Background: an optimization exercise with open tools, aiming at small area, a short achievable clock period and few clock cycles per item. Do not read the settings as production practice.
Function was checked by simulation only, so behaviour that the tests miss may differ from the original.
Power and IR drop assume default switching activity.

## owcrc_engine
module owcrc_engine (
    input  wire        clk,
    input  wire        rst,           
    input  wire        host_sel,
    input  wire        host_we,
    input  wire [7:0]  host_addr,
    input  wire [31:0] host_wdata,
    output reg  [31:0] host_rdata
);
    reg [31:0] cmd_q;
    reg        err, ill, wign;
    reg [15:0] crc_acc;
    reg [31:0] devid_lo, devid_hi;
    reg [6:0]  xfer_addr;
    reg [7:0]  xfer_reg;
    reg [4:0]  xfer_len;
    reg [15:0] data_q;
    reg [1:0]  cfg_speed;
    reg [2:0]  cfg_gsel, cfg_isel;
    reg [23:0] res;
    reg [31:0] buf0, buf1, buf2, buf3;
    reg        crc_run;       
    reg [1:0]  widx;          
    reg        lx_run;        
    reg [1:0]  lx_cnt;        
    wire busy = crc_run | lx_run;
    wire wr = host_sel &  host_we;
    wire a_lo = (host_addr[7:6] == 2'b00) && (host_addr[1:0] == 2'b00);
    wire a_hi = (host_addr[7:4] == 4'b0100) && (host_addr[1:0] == 2'b00);
    wire [3:0] ai = host_addr[5:2];
    wire s_cmd  = a_lo && ai == 4'd0;
    wire s_stat = a_lo && ai == 4'd1;
    wire s_crc  = a_lo && ai == 4'd2;
    wire s_dlo  = a_lo && ai == 4'd3;
    wire s_dhi  = a_lo && ai == 4'd4;
    wire s_xfer = a_lo && ai == 4'd5;
    wire s_data = a_lo && ai == 4'd6;
    wire s_cfg  = a_lo && ai == 4'd7;
    wire s_buf  = a_hi;
    wire dropable = s_cmd | s_crc | s_dlo | s_dhi | s_xfer | s_data | s_cfg | s_buf;
    wire wr_ok    = wr & ~busy;
    wire [31:0] status_word = {23'd0, wign, 3'd0, err, ill, 1'b0, err, busy};
    reg  [31:0] rd_lo, rd_buf;
    always @(*) begin
        case (ai)
            4'd0: rd_lo = cmd_q;
            4'd1: rd_lo = status_word;
            4'd2: rd_lo = {16'd0, crc_acc};
            4'd3: rd_lo = devid_lo;
            4'd4: rd_lo = devid_hi;
            4'd5: rd_lo = {11'd0, xfer_len, xfer_reg, 1'b0, xfer_addr};
            4'd6: rd_lo = {16'd0, data_q};
            4'd7: rd_lo = {21'd0, cfg_isel, 1'b0, cfg_gsel, 2'b00, cfg_speed};
            4'd8: rd_lo = {{10{res[21]}}, res[21:0]};
            default: rd_lo = 32'd0;
        endcase
        case (ai[1:0])
            2'd0: rd_buf = buf0;
            2'd1: rd_buf = buf1;
            2'd2: rd_buf = buf2;
            default: rd_buf = buf3;
        endcase
    end
    wire [31:0] rd_val = a_lo ? rd_lo : (a_hi ? rd_buf : 32'd0);
    function [15:0] crc8;
        input [15:0] c;
  ...
Settings: LEC_CHECK=0, CAP_MARGIN=20, CORE_MARGIN=2, CORE_UTILIZATION=30, SLEW_MARGIN=20, TNS_END_PERCENT=0; clock period 12.0 ns.
standard.sh (not shown) runs the stock make flow with config.mk's settings and CLKGATE_MAP_FILE= SYNTH_SCRIPT=/design/flow/synth_recipe.tcl, a recipe that flattens the netlist after the stock synthesis.
==> flow/flow/run.sh <==
#!/bin/bash
# The standard ORFS layout (standard.sh, standard synthesis unchanged) with
# faster port buffers and timing repair asked to leave extra setup slack.
set -euo pipefail
MARGIN=$(cat flow/margin.txt)
PORTBUF=$(cat flow/portbuf.txt)
bash standard.sh SETUP_SLACK_MARGIN=$MARGIN "BUFFER_PORTS_ARGS=-buffer_cell $PORTBUF" finish > standard.log 2>&1
==> flow/flow/margin.txt <==
8.2
==> flow/flow/portbuf.txt <==
sky130_fd_sc_hd__buf_4
The baseline passed the timing, DRC and antenna checks.
Testbench counts at the start, summed over its fixed seeds: cycles 14,986, commands 1,920.
Next try:
--- a/flow/design.v
+++ b/flow/design.v
@@ -79,47 +79,32 @@
     always @(*) begin
         case (widx)
             2'd0: cw = buf0;
             2'd1: cw = buf1;
             2'd2: cw = buf2;
             default: cw = buf3;
         endcase
     end
-    wire [4:0]  crem  = xfer_len - {1'b0, widx, 2'b00};    
+    wire [15:0] t1 = crc8(crc_acc, cw[7:0]);
+    wire [15:0] t2 = crc8(t1, cw[15:8]);
+    wire [15:0] t3 = crc8(t2, cw[23:16]);
+    wire [15:0] t4 = crc8(t3, cw[31:24]);
+    wire [4:0]  crem = xfer_len - {1'b0, widx, 2'b00};    
     wire        clast = (crem <= 5'd4);
-    wire [1:0]  cn    = clast ? crem[1:0] : 2'd0;          
-    wire [31:0] ch_v  = cw ^ {16'h0000, crc_acc};
-    reg  [31:0] ch_a;
-    always @(*) begin
-        case (cn)
-            2'd1: ch_a = {ch_v[7:0], 24'h000000};
-            2'd2: ch_a = {ch_v[15:0], 16'h0000};
-            2'd3: ch_a = {ch_v[23:0], 8'h00};
-            default: ch_a = ch_v;
-        endcase
-    end
-    wire [15:0] ch_g;
-    assign ch_g[0] = ^(ch_a & 32'hFFFBFFE7);
-    assign ch_g[1] = ^(ch_a & 32'h000C0028);
-    assign ch_g[2] = ^(ch_a & 32'h00180050);
-    assign ch_g[3] = ^(ch_a & 32'h003000A0);
-    assign ch_g[4] = ^(ch_a & 32'h00600140);
-    assign ch_g[5] = ^(ch_a & 32'h00C00280);
-    assign ch_g[6] = ^(ch_a & 32'h01800500);
-    assign ch_g[7] = ^(ch_a & 32'h03000A00);
-    assign ch_g[8] = ^(ch_a & 32'h06001400);
-    assign ch_g[9] = ^(ch_a & 32'h0C002800);
-    assign ch_g[10] = ^(ch_a & 32'h18005001);
-    assign ch_g[11] = ^(ch_a & 32'h3000A003);
-    assign ch_g[12] = ^(ch_a & 32'h60014007);
-    assign ch_g[13] = ^(ch_a & 32'hC002800F);
-    assign ch_g[14] = ^(ch_a & 32'h7FFEFFF9);
-    assign ch_g[15] = ^(ch_a & 32'hFFFDFFF3);
-    wire [15:0] chunk = ch_g ^ ((cn == 2'd1) ? {8'h00, crc_acc[15:8]} : 16'h0000);
+    reg  [15:0] chunk;
+    always @(*) begin
+        if (!clast) chunk = t4;
+        else case (crem[1:0])
+            2'd1: chunk = t1;
+            2'd2: chunk = t2;
+            2'd3: chunk = t3;
+            default: chunk = t4;
+        endcase
+    end
     wire        dneg  = data_q[15];
     wire [6:0]  dg5   = {3'd0, data_q[3:0]} * 7'd5 + (dneg ? 7'd7 : 7'd4);
     wire [3:0]  dg    = dg5[6:3];
     wire [11:0] dh    = data_q[15:4];
     wire [12:0] dt_v  = {dh[11], dh} * 13'sd10 + {9'd0, dg};
     wire        dt_ok = dneg ? (data_q >= 16'hFC8F) : (data_q <= 16'd2000);
     wire [16:0] bt_m  = {{4{data_q[12]}}, data_q[12:0]} * 17'd10;
     wire [12:0] bt_v  = bt_m[16:4];
Outcome: The changed run finished clean. Die area goes down by 1.7%. Power goes up by 36%. Count of clock-buffer cells in the layout does not change. Critical path depth goes down by 3. Maximum frequency goes up by 2.5%. Setup slack improved by 110 ps. Register-to-register slack improved by 80 ps. Cell area goes up by 0.72%. Via count goes down by 4.1%. Global-route usage goes up by 1.2 points. Synthesized area goes down by 1.8%. Core utilization goes up by 0.96 points. Sequential share of layout area goes down by 0.26 points.
Testbench counts after the change, summed over its fixed seeds: cycles 14,986, commands 1,920.

static timing again, ports no longer ideal:
Ports are ideal in the flow. The routed layouts listed here were re-timed in OpenROAD. Step 1: set_driving_cell puts a clkbuf_16 on clk and a buf_2 on each other input, an assumption about the parent block. Step 2, shift: input delay + t, output delay - t, t = (earliest + latest rising clock arrival at the registers) / 2. This alone moves slack from input paths to output paths. Slacks: no drivers / after step 1 / after step 2; pairs: no drivers / after step 1.
run | shift t [ns] | setup slack, ns | hold WS [ns] | worst setup path at the end
the first run | 0.584 | 7.594 / 7.558 / 6.974 | 0.495 / 0.495 / 0.495 | input to register
the second run | 0.617 | 7.702 / 7.698 / 7.081 | 0.461 / 0.461 / 0.461 | input to register
After both steps every run listed still meets setup and hold. The setup slack of the second run, which loses most, moves by -0.004 ns with the drivers and by -0.621 ns with both steps.
